This is an optimization exercise on Yosys and OpenROAD, whose aim is small area, a short achievable clock period and few clock cycles, not a production implementation.
RTL that was checked went through simulation tests only; none was proved equivalent to the original.
No activity file was given, so power comes from the tool's default toggle rates.

==> flow/design.v <==
module anc_w334_to_gump (
    input  wire        clk,
    input  wire        rst,
    input  wire        in_valid,
    output wire        in_ready,
    input  wire [31:0] in_data,
    input  wire        in_two,
    input  wire        in_last,
    input  wire [12:0] in_loc,
    output wire        out_valid,
    input  wire        out_ready,
    output wire [31:0] out_data,
    output wire [1:0]  out_cnt
);
    localparam S  = 132;         
    localparam [7:0] SM1 = S - 1;
    localparam [7:0] TAP = S - 2;   
    reg  [15:0] ring [0:S-1];
    wire [15:0] rw = ring[S-1];      
    wire [15:0] rt = ring[TAP];      
    function [7:0] modsub(input [7:0] a, input [7:0] b);
        reg [8:0] d;
        begin
            d = {1'b0, a} - {1'b0, b};
            modsub = d[8] ? d[7:0] + S : d[7:0];
        end
    endfunction
    function [7:0] modinc(input [7:0] x);
        modinc = (x == SM1) ? 8'd0 : x + 8'd1;
    endfunction
    reg [12:0] q_loc0, q_loc1;
    reg [7:0]  qa1;
    reg [1:0]  q_cnt;
    reg [7:0]  hage;
    reg        hread;            
    reg        patch;            
    reg        h_tap;            
    wire       patch0 = patch && (hage[7:3] == 5'd0);
    wire [15:0] ploc  = {3'b000, q_loc0};
    reg  [7:0] p_r;                  
    reg        r_at;                 
    reg  [7:0] occ;                  
    reg        occ_z, occ_S;         
    reg  [5:0] ccnt;                 
    reg        c_z;                  
    reg  [1:0] rj;                   
    reg        r_start;              
    reg  [7:0] rleft;                
    reg        rpar;                 
    reg  [7:0] rsum;
    reg  [6:0] rline;
    reg  [16:0] oq0, oq1;
    reg        oq_w, oq_r;           
    reg  [1:0] oq_n;                 
    reg        ovalid;               
    reg  [16:0] ohead;
    wire r_byp   = r_start && c_z && h_tap;
    wire r_ok    = !r_start || !c_z || h_tap;
    wire rd      = r_at && !occ_z && r_ok && (oq_n != 2'd2);
    wire r_fin   = (rj == 2'd3) && (rleft == 8'd1);
    wire [12:0] rloc = c_z ? q_loc0 : rt[12:0];
    wire [7:0]  rsum_a = rsum + rt[7:0];
    wire [7:0]  rsum_b = rsum_a + rt[15:8];
    reg  [15:0] rdata;
    reg         rcnt;
    always @(*) begin
        rcnt  = 1'b1;
        case (rj)
            2'd0:    rdata = {2'b10, rloc[11], rloc[12], rloc[10:7], 8'hFF};
            2'd1:    rdata = {rt[15:8], 1'b0, rline};
            2'd2:    rdata = rt;
            default: begin
                if (!r_fin)
                    rdata = rt;
                else if (rpar)
                    rdata = {rsum_a, rt[7:0]};
                else begin
                    rdata = {8'h00, rsum};
                    rcnt  = 1'b0;
                end
            end
        endcase
    end
    wire       o_pop  = (oq_n != 2'd0) && out_ready;
    wire [1:0] o_left = oq_n - {1'b0, o_pop};          
    wire       o_rn   = oq_r ^ o_pop;
    reg        in_ready_r;           
    reg        cpp_r;                
    reg  [7:0] p_w;                  
    reg        w_at;                 
    reg  [8:0] wcount;               
    reg  [7:0] lo;                   
    reg        flushp;               
    reg  [8:0] rem;                  
    reg  [7:0] hcur;                 
    reg        rej_r;                
    reg        ibv;
    reg  [7:0] wa, wb;
    reg        in2, inl;
    reg [12:0] ib_loc;
    assign in_ready = in_ready_r;
    wire take = in_valid && (!ibv || cpp_r);            
    wire       has_lo  = wcount[0];
    wire       discard = (wcount >= 9'd262);
    wire eq1  = (rem == 9'd1);
    wire eq2  = (rem == 9'd2);
    wire dc_k = (wcount >= 9'd6);
    wire w5   = (wcount == 9'd5);
    wire len_ok = dc_k ? (in2 ? eq2 : eq1) : (w5 && in2 && (wa == 8'd0));
    wire can_proc = !rej_r && !flushp && !(inl && q_cnt == 2'd2) &&
                    (discard || (w_at && !occ_S));
    wire consume = ibv && can_proc;
    wire [8:0] rem_m1 = rem - 9'd1;
    wire [8:0] rem_m2 = rem - 9'd2;
    wire end_pkt = consume && inl;
    wire reject  = end_pkt && (discard || !len_ok);
    wire accept  = end_pkt && !reject;
    wire bw       = has_lo || in2 || inl;               
    wire wr_beat  = consume && !discard && bw;
    wire wr_flush = flushp && !rej_r && w_at && !occ_S;
    wire wr       = wr_beat || wr_flush;
    wire [15:0] wslot = has_lo ? {wa, lo} : {wb, wa};
    wire        is_h  = (wcount[8:1] == 8'd0);          
    wire [15:0] wslot_m = {wslot[15:13], is_h ? 13'd0 : wslot[12:0]};
    always @(posedge clk)
        ring[0] <= wr_beat ? wslot_m : (rw | (patch0 ? ploc : 16'd0));
    genvar gi;
    generate
        for (gi = 1; gi < S; gi = gi + 1) begin : g_ring
            if (gi % 8 == 0) begin : g_patch
                wire sel = patch && (hage[7:3] == gi / 8);
                always @(posedge clk)
                    ring[gi] <= ring[gi-1] | (sel ? ploc : 16'd0);
            end else begin : g_plain
                always @(posedge clk)
                    ring[gi] <= ring[gi-1];
            end
        end
    endgenerate
    wire       pop   = patch;
    wire       c_inc = patch && !hread;
    wire       c_dec = rd && r_start && !r_byp;
    wire [5:0] ccnt_n = (c_inc && !c_dec) ? ccnt + 6'd1 :
                        (c_dec && !c_inc) ? ccnt - 6'd1 : ccnt;
    wire [7:0] hpos   = hcur;                          
    wire [7:0] occ_p1 = occ + 8'd1;
    wire [7:0] occ_m1 = occ - 8'd1;
    wire [7:0] occ_r  = modinc(modsub(p_r, hcur));
    wire [7:0] occ_rm = occ_r - 8'd1;
    wire [7:0] occ_n  = rej_r ? (rd ? occ_rm : occ_r) :
                        (wr && !rd) ? occ_p1 :
                        (rd && !wr) ? occ_m1 : occ;
    wire flushp_n = (flushp && !wr_flush && !rej_r) || (accept && has_lo && in2);
    wire realign  = occ_z && !wr && !rej_r && (wcount_n[8:1] == 8'd0) && !flushp_n;
    wire [7:0] p_w_inc = (p_w == SM1) ? 8'd0 : p_w + 8'd1;
    wire [7:0] p_r_inc = (p_r == SM1) ? 8'd0 : p_r + 8'd1;
    wire [7:0] p_w_n   = realign ? SM1 : rej_r ? hpos : wr ? p_w : p_w_inc;
    wire [7:0] p_r_n   = realign ? SM1 : rd ? p_r : p_r_inc;
    wire [8:0] wc_p1 = wcount + 9'd1;
    wire [8:0] wc_p2 = wcount + 9'd2;
    wire [8:0] wcount_n = end_pkt ? 9'd0 :
                          (consume && !discard) ? (in2 ? wc_p2 : wc_p1) : wcount;
    wire [1:0] q_left  = q_cnt - {1'b0, pop};          
    wire [1:0] q_cnt_n = q_left + {1'b0, accept};
    wire [1:0] rj_n = rd ? (r_fin ? 2'd0 : (rj == 2'd3) ? rj : rj + 2'd1) : rj;
    wire [7:0] hage_inc = modinc(hage);
    wire [7:0] qa1_inc  = modinc(qa1);
    wire [7:0] hcur_inc = modinc(hcur);
    wire       from1    = pop && (q_cnt != 2'd1);
    wire       fromw    = !from1 && (q_left == 2'd0);
    wire [7:0] hage_n   = from1 ? qa1_inc : fromw ? hcur_inc : hage_inc;
    wire [7:0] qa1_n    = (accept && q_left == 2'd1) ? hcur_inc : qa1_inc;
    wire [7:0] hcur_n   = (wr_beat && is_h) ? 8'd1 : hcur_inc;
    wire       q_head_n = (q_cnt_n != 2'd0);
    wire occ_1      = (occ == 8'd1);
    wire occ_Sm1    = (occ == SM1);
    wire occ_z_n    = rej_r ? ((occ_r == 8'd0) || ((occ_r == 8'd1) && rd)) :
                      (occ_z && (wr == rd)) || (occ_1 && rd && !wr);
    wire occ_S_n    = !rej_r && ((occ_S && (wr == rd)) || (occ_Sm1 && wr && !rd));
    wire w_at_n     = (p_w_n == SM1);
    wire ibv_n      = take || (ibv && !consume);
    wire inl_n      = take ? in_last : inl;
    wire proc_pre_n = !reject && !flushp_n && !(inl_n && q_cnt_n == 2'd2);
    wire disc_n     = !end_pkt && (discard || (consume && ((wcount >= 9'd261) ||
                                                            (in2 && wcount == 9'd260))));
    wire can_proc_p = proc_pre_n && (disc_n || (w_at_n && !occ_S_n));
    always @(posedge clk) begin
        if (rst) begin
            q_cnt      <= 2'd0;
            hread      <= 1'b0;
            patch      <= 1'b0;
            h_tap      <= 1'b0;
            p_r        <= SM1;
            r_at       <= 1'b0;
            occ        <= 8'd0;
            occ_z      <= 1'b1;
            occ_S      <= 1'b0;
            ccnt       <= 6'd0;
            c_z        <= 1'b1;
            rj         <= 2'd0;
            r_start    <= 1'b1;
            ovalid     <= 1'b0;
            oq_n       <= 2'd0;
            oq_w       <= 1'b0;
            oq_r       <= 1'b0;
            p_w        <= SM1;
            w_at       <= 1'b1;
            wcount     <= 9'd0;
            flushp     <= 1'b0;
            rej_r      <= 1'b0;
            ibv        <= 1'b0;
            in_ready_r <= 1'b1;
            cpp_r      <= 1'b1;
        end else begin
            q_cnt <= q_cnt_n;
            patch <= q_head_n && (hage_n[2:0] == 3'd0);
            h_tap <= q_head_n && (from1 ? (qa1 == TAP) : fromw ? (hcur == TAP) : (hage == TAP));
            if (pop)
                hread <= 1'b0;
            else if (rd && r_byp)
                hread <= 1'b1;
            ccnt <= ccnt_n;
            c_z  <= (ccnt_n == 6'd0);
            oq_w   <= oq_w ^ rd;
            oq_r   <= o_rn;
            oq_n   <= o_left + {1'b0, rd};
            ovalid <= (o_left != 2'd0) || rd;
            rj      <= rj_n;
            r_start <= (rj_n == 2'd0);
            occ     <= occ_n;
            occ_z   <= occ_z_n;
            occ_S   <= occ_S_n;
            p_r     <= p_r_n;
            r_at    <= (p_r_n == TAP);
            wcount   <= wcount_n;
            flushp   <= flushp_n;
            rej_r    <= reject;
            p_w      <= p_w_n;
            w_at     <= w_at_n;
            ibv      <= ibv_n;
            in_ready_r <= !ibv_n || can_proc_p;
            cpp_r      <= can_proc_p;
        end
    end
    always @(posedge clk) begin
        if (pop)
            q_loc0 <= q_loc1;
        if (accept) begin
            if (q_left == 2'd0)
                q_loc0 <= ib_loc;
            else
                q_loc1 <= ib_loc;
        end
        qa1  <= qa1_n;
        hage <= hage_n;
        hcur <= hcur_n;
        if (rd && !oq_w)
            oq0 <= {rcnt, rdata};
        if (rd && oq_w)
            oq1 <= {rcnt, rdata};
        ohead <= (o_left == 2'd0) ? {rcnt, rdata} : (o_rn ? oq1 : oq0);
        if (rd) begin
            case (rj)
                2'd0: rline <= rloc[6:0];
                2'd1: rsum  <= rt[15:8];
                2'd2: begin
                    rsum  <= rsum_b;
                    rleft <= {1'b0, rt[15:9]} + 8'd1;    
                    rpar  <= rt[8];
                end
                default: rsum <= rsum_b;
            endcase
        end
        if (rd && rj == 2'd3)
            rleft <= rleft - 8'd1;
        if (consume)
            lo <= has_lo ? wb : wa;
        if (consume) begin
            if (w5)
                rem <= in2 ? {1'b0, wa} : {1'b0, wa} + 9'd1;
            else if (in2 && (wcount == 9'd4))
                rem <= {1'b0, wb} + 9'd1;
            else
                rem <= in2 ? rem_m2 : rem_m1;
        end
    end
    always @(posedge clk) begin
        if (!ibv || consume) begin
            wa     <= in_data[7:0];
            wb     <= in_data[23:16];
            in2    <= in_two;
            inl    <= in_last;
            ib_loc <= in_loc;
        end
    end
    assign out_valid = ovalid;
    assign out_data  = {16'b0, ohead[15:0]};
    assign out_cnt   = {1'b0, ohead[16]};
endmodule
clock: 10.0 ns
lec_check: 0
abc_clock_period_in_ps: 3000
cap_margin: 20
core_margin: 2
core_utilization: 60
cts_cluster_diameter: 100
cts_cluster_size: 26
slew_margin: 20
standard.sh (not shown) runs the stock make flow with config.mk's settings and CLKGATE_MAP_FILE= SYNTH_SCRIPT=/design/flow/synth_recipe.tcl, a recipe that flattens the netlist after the stock synthesis.
==> flow/flow/run.sh <==
#!/bin/bash
set -euo pipefail
export SETUP_SLACK_MARGIN=7.2
export BUFFER_PORTS_ARGS="-buffer_cell sky130_fd_sc_hd__buf_4"
bash standard.sh > standard.log 2>&1
==> next run, changes <==
--- a/flow/design.v
+++ b/flow/design.v
@@ -17,15 +17,8 @@
     localparam [7:0] TAP = S - 2;   
     reg  [15:0] ring [0:S-1];
     wire [15:0] rw = ring[S-1];      
     wire [15:0] rt = ring[TAP];      
-    function [7:0] modsub(input [7:0] a, input [7:0] b);
-        reg [8:0] d;
-        begin
-            d = {1'b0, a} - {1'b0, b};
-            modsub = d[8] ? d[7:0] + S : d[7:0];
-        end
-    endfunction
     function [7:0] modinc(input [7:0] x);
         modinc = (x == SM1) ? 8'd0 : x + 8'd1;
     endfunction
     reg [12:0] q_loc0, q_loc1;
@@ -92,8 +85,9 @@
     reg  [7:0] lo;                   
     reg        flushp;               
     reg  [8:0] rem;                  
     reg  [7:0] hcur;                 
+    reg  [7:0] nsw;                  
     reg        rej_r;                
     reg        ibv;
     reg  [7:0] wa, wb;
     reg        in2, inl;
@@ -101,8 +95,9 @@
     assign in_ready = in_ready_r;
     wire take = in_valid && (!ibv || cpp_r);            
     wire       has_lo  = wcount[0];
     wire       discard = (wcount >= 9'd262);
+    wire       nsw_z   = (nsw == 8'd0);
     wire eq1  = (rem == 9'd1);
     wire eq2  = (rem == 9'd2);
     wire dc_k = (wcount >= 9'd6);
     wire w5   = (wcount == 9'd5);
@@ -144,15 +139,16 @@
                         (c_dec && !c_inc) ? ccnt - 6'd1 : ccnt;
     wire [7:0] hpos   = hcur;                          
     wire [7:0] occ_p1 = occ + 8'd1;
     wire [7:0] occ_m1 = occ - 8'd1;
-    wire [7:0] occ_r  = modinc(modsub(p_r, hcur));
+    wire [7:0] occ_r  = occ - nsw;                     
     wire [7:0] occ_rm = occ_r - 8'd1;
     wire [7:0] occ_n  = rej_r ? (rd ? occ_rm : occ_r) :
                         (wr && !rd) ? occ_p1 :
                         (rd && !wr) ? occ_m1 : occ;
     wire flushp_n = (flushp && !wr_flush && !rej_r) || (accept && has_lo && in2);
-    wire realign  = occ_z && !wr && !rej_r && (wcount_n[8:1] == 8'd0) && !flushp_n;
+    wire [7:0] nsw_n = (accept || rej_r) ? 8'd0 : wr_beat ? nsw + 8'd1 : nsw;
+    wire realign  = occ_z && !wr && !rej_r && (nsw_n == 8'd0) && !flushp_n;
     wire [7:0] p_w_inc = (p_w == SM1) ? 8'd0 : p_w + 8'd1;
     wire [7:0] p_r_inc = (p_r == SM1) ? 8'd0 : p_r + 8'd1;
     wire [7:0] p_w_n   = realign ? SM1 : rej_r ? hpos : wr ? p_w : p_w_inc;
     wire [7:0] p_r_n   = realign ? SM1 : rd ? p_r : p_r_inc;
@@ -169,9 +165,9 @@
     wire       from1    = pop && (q_cnt != 2'd1);
     wire       fromw    = !from1 && (q_left == 2'd0);
     wire [7:0] hage_n   = from1 ? qa1_inc : fromw ? hcur_inc : hage_inc;
     wire [7:0] qa1_n    = (accept && q_left == 2'd1) ? hcur_inc : qa1_inc;
-    wire [7:0] hcur_n   = (wr_beat && is_h) ? 8'd1 : hcur_inc;
+    wire [7:0] hcur_n   = (wr_beat && nsw_z) ? 8'd1 : hcur_inc;
     wire       q_head_n = (q_cnt_n != 2'd0);
     wire occ_1      = (occ == 8'd1);
     wire occ_Sm1    = (occ == SM1);
     wire occ_z_n    = rej_r ? ((occ_r == 8'd0) || ((occ_r == 8'd1) && rd)) :
@@ -206,8 +202,9 @@
             p_w        <= SM1;
             w_at       <= 1'b1;
             wcount     <= 9'd0;
             flushp     <= 1'b0;
+            nsw        <= 8'd0;
             rej_r      <= 1'b0;
             ibv        <= 1'b0;
             in_ready_r <= 1'b1;
             cpp_r      <= 1'b1;
@@ -232,8 +229,9 @@
             occ_S   <= occ_S_n;
             p_r     <= p_r_n;
             r_at    <= (p_r_n == TAP);
             wcount   <= wcount_n;
+            nsw      <= nsw_n;
             flushp   <= flushp_n;
             rej_r    <= reject;
             p_w      <= p_w_n;
             w_at     <= w_at_n;
After rerunning: The new run completed with no timing, DRC or antenna violations. Worst setup slack improved by 0.24 ns. Synthesized cell count falls by 1.4%. Final cell count falls by 2.6%. Total power falls by 7.1%. Critical path depth falls by 16. Cell area falls by 2.3%. Via count falls by 3.3%. Die area falls by 0.61%.
Function was not checked in any run of this note: the RTL went through the layout flow alone.

* * *

anc_w334_to_gump, a different RTL version from the one above (not shown whole).
Size in the first run: about 3,800 cells after synthesis, roughly 2,400 flip-flops, about 87 I/O pins.
==> flow/config.mk <==
export PLATFORM = sky130hd
export DESIGN_NAME = anc_w334_to_gump
export DESIGN_NICKNAME = anc_w334_to_gump
export VERILOG_FILES = /design/flow/design.v
export SDC_FILE = /design/flow/constraint.sdc
export NUM_CORES = 4
export LEC_CHECK = 0
export ABC_CLOCK_PERIOD_IN_PS = 3000
export CAP_MARGIN = 20
export CORE_MARGIN = 2
export CORE_UTILIZATION = 60
export CTS_CLUSTER_DIAMETER = 100
export CTS_CLUSTER_SIZE = 26
export SLEW_MARGIN = 20
==> flow/constraint.sdc <==
create_clock -name core_clock -period 10.0 [get_ports {clk}]
set_input_delay 2.0000 -clock core_clock [delete_from_list [all_inputs] [get_ports {clk}]]
set_output_delay 2.0000 -clock core_clock [all_outputs]
set_load 0.01 [all_outputs]
Scripts as last shown in full above: flow/flow/run.sh
The first run ran to the end with no violations.
Testbench counts at the start, summed over its fixed seeds: cycles 17,261.
Rerun with:
--- a/flow/design.v
+++ b/flow/design.v
@@ -22,39 +22,36 @@
         modinc = (x == SM1) ? 8'd0 : x + 8'd1;
     endfunction
     reg [12:0] q_loc0, q_loc1;
     reg [7:0]  qa1;
     reg [1:0]  q_cnt;
     reg [7:0]  hage;
-    reg        hread;            
     reg        patch;            
     reg        h_tap;            
     wire       patch0 = patch && (hage[7:3] == 5'd0);
-    wire [15:0] ploc  = {3'b000, q_loc0};
+    wire [15:0] ploc  = {3'b001, q_loc0};              
     reg  [7:0] p_r;                  
     reg        r_at;                 
     reg  [7:0] occ;                  
     reg        occ_z, occ_S;         
-    reg  [5:0] ccnt;                 
-    reg        c_z;                  
     reg  [1:0] rj;                   
     reg        r_start;              
     reg  [7:0] rleft;                
     reg        rpar;                 
     reg  [7:0] rsum;
     reg  [6:0] rline;
     reg  [16:0] oq0, oq1;
     reg        oq_w, oq_r;           
     reg  [1:0] oq_n;                 
     reg        ovalid;               
     reg  [16:0] ohead;
-    wire r_byp   = r_start && c_z && h_tap;
-    wire r_ok    = !r_start || !c_z || h_tap;
+    wire r_pat   = rt[13];               
+    wire r_ok    = !r_start || r_pat || h_tap;
     wire rd      = r_at && !occ_z && r_ok && (oq_n != 2'd2);
     wire r_fin   = (rj == 2'd3) && (rleft == 8'd1);
-    wire [12:0] rloc = c_z ? q_loc0 : rt[12:0];
+    wire [12:0] rloc = r_pat ? rt[12:0] : q_loc0;
     wire [7:0]  rsum_a = rsum + rt[7:0];
     wire [7:0]  rsum_b = rsum_a + rt[15:8];
     reg  [15:0] rdata;
     reg         rcnt;
     always @(*) begin
         rcnt  = 1'b1;
@@ -113,13 +110,13 @@
     wire bw       = has_lo || in2 || inl;               
     wire wr_beat  = consume && !discard && bw;
     wire wr_flush = flushp && !rej_r && w_at && !occ_S;
     wire wr       = wr_beat || wr_flush;
     wire [15:0] wslot = has_lo ? {wa, lo} : {wb, wa};
     wire        is_h  = (wcount[8:1] == 8'd0);          
-    wire [15:0] wslot_m = {wslot[15:13], is_h ? 13'd0 : wslot[12:0]};
+    wire [15:0] wslot_m = {wslot[15:14], is_h ? 14'd0 : wslot[13:0]};
     always @(posedge clk)
         ring[0] <= wr_beat ? wslot_m : (rw | (patch0 ? ploc : 16'd0));
     genvar gi;
     generate
         for (gi = 1; gi < S; gi = gi + 1) begin : g_ring
             if (gi % 8 == 0) begin : g_patch
@@ -130,16 +127,12 @@
                 always @(posedge clk)
                     ring[gi] <= ring[gi-1];
             end
         end
     endgenerate
     wire       pop   = patch;
-    wire       c_inc = patch && !hread;
-    wire       c_dec = rd && r_start && !r_byp;
-    wire [5:0] ccnt_n = (c_inc && !c_dec) ? ccnt + 6'd1 :
-                        (c_dec && !c_inc) ? ccnt - 6'd1 : ccnt;
     wire [7:0] hpos   = hcur;                          
     wire [7:0] occ_p1 = occ + 8'd1;
     wire [7:0] occ_m1 = occ - 8'd1;
     wire [7:0] occ_r  = occ - nsw;                     
     wire [7:0] occ_rm = occ_r - 8'd1;
     wire [7:0] occ_n  = rej_r ? (rd ? occ_rm : occ_r) :
@@ -181,22 +174,19 @@
                                                             (in2 && wcount == 9'd260))));
     wire full_p     = !rej_r && (occ_S || (occ_Sm1 && wr));
     wire can_proc_p = proc_pre_n && (disc_n || (w_at_n && !full_p));
     always @(posedge clk) begin
         if (rst) begin
             q_cnt      <= 2'd0;
-            hread      <= 1'b0;
             patch      <= 1'b0;
             h_tap      <= 1'b0;
             p_r        <= SM1;
             r_at       <= 1'b0;
             occ        <= 8'd0;
             occ_z      <= 1'b1;
             occ_S      <= 1'b0;
-            ccnt       <= 6'd0;
-            c_z        <= 1'b1;
             rj         <= 2'd0;
             r_start    <= 1'b1;
             ovalid     <= 1'b0;
             oq_n       <= 2'd0;
             oq_w       <= 1'b0;
             oq_r       <= 1'b0;
@@ -210,18 +200,12 @@
             in_ready_r <= 1'b1;
             cpp_r      <= 1'b1;
         end else begin
             q_cnt <= q_cnt_n;
             patch <= q_head_n && (hage_n[2:0] == 3'd0);
             h_tap <= q_head_n && (from1 ? (qa1 == TAP) : fromw ? (hcur == TAP) : (hage == TAP));
-            if (pop)
-                hread <= 1'b0;
-            else if (rd && r_byp)
-                hread <= 1'b1;
-            ccnt <= ccnt_n;
-            c_z  <= (ccnt_n == 6'd0);
             oq_w   <= oq_w ^ rd;
             oq_r   <= o_rn;
             oq_n   <= o_left + {1'b0, rd};
             ovalid <= (o_left != 2'd0) || rd;
             rj      <= rj_n;
             r_start <= (rj_n == 2'd0);
Effect:
- total power goes down by 0.52%
- register-to-register slack degrades by 0.03 ns
- setup slack degrades by 0.025 ns
- clock power barely changes
- final area stays flat
- area after synthesis goes down by 0.42%
No functional check of the RTL was part of the second run of this note.

-- what the ideal ports hide --
The results above use ideal ports. As a check the final layouts listed here were re-extracted and re-timed, cells and wires unchanged. Step 1 (the two cells are an assumption about what drives the block):
set clk [get_ports {clk}]
set_driving_cell -lib_cell sky130_fd_sc_hd__clkbuf_16 $clk
set_driving_cell -lib_cell sky130_fd_sc_hd__buf_2 [delete_from_list [all_inputs] $clk]
Step 2, shift: input delay + t, output delay - t, t = (earliest + latest rising clock arrival at the registers) / 2. This alone moves slack from input paths to output paths. a / b / c = ideal / step 1 / step 2; a / b = the first two.
run	shift t [ns]	slack for setup (ns)	hold slack, ns	worst register clock-pin slew, ns	worst data-port slew with drivers (ns)
the first run of note 1	0.765	6.587 / 6.587 / 6.527	0.313 / 0.313 / 0.313	0.11 / 0.11	0.04
the second run of note 1	0.757	6.827 / 6.764 / 6.592	0.316 / 0.316 / 0.316	0.11 / 0.11	0.07
the first run of note 2	0.764	6.865 / 6.793 / 6.554	0.322 / 0.322 / 0.322	0.10 / 0.10	0.05
the second run of note 2	0.752	6.840 / 6.777 / 6.684	0.321 / 0.321 / 0.321	0.11 / 0.11	0.05
After both steps setup and hold are still met in every run listed. For the first run of note 2, which loses most, drivers alone change the setup slack by -0.072 ns; drivers and shift together by -0.311 ns.
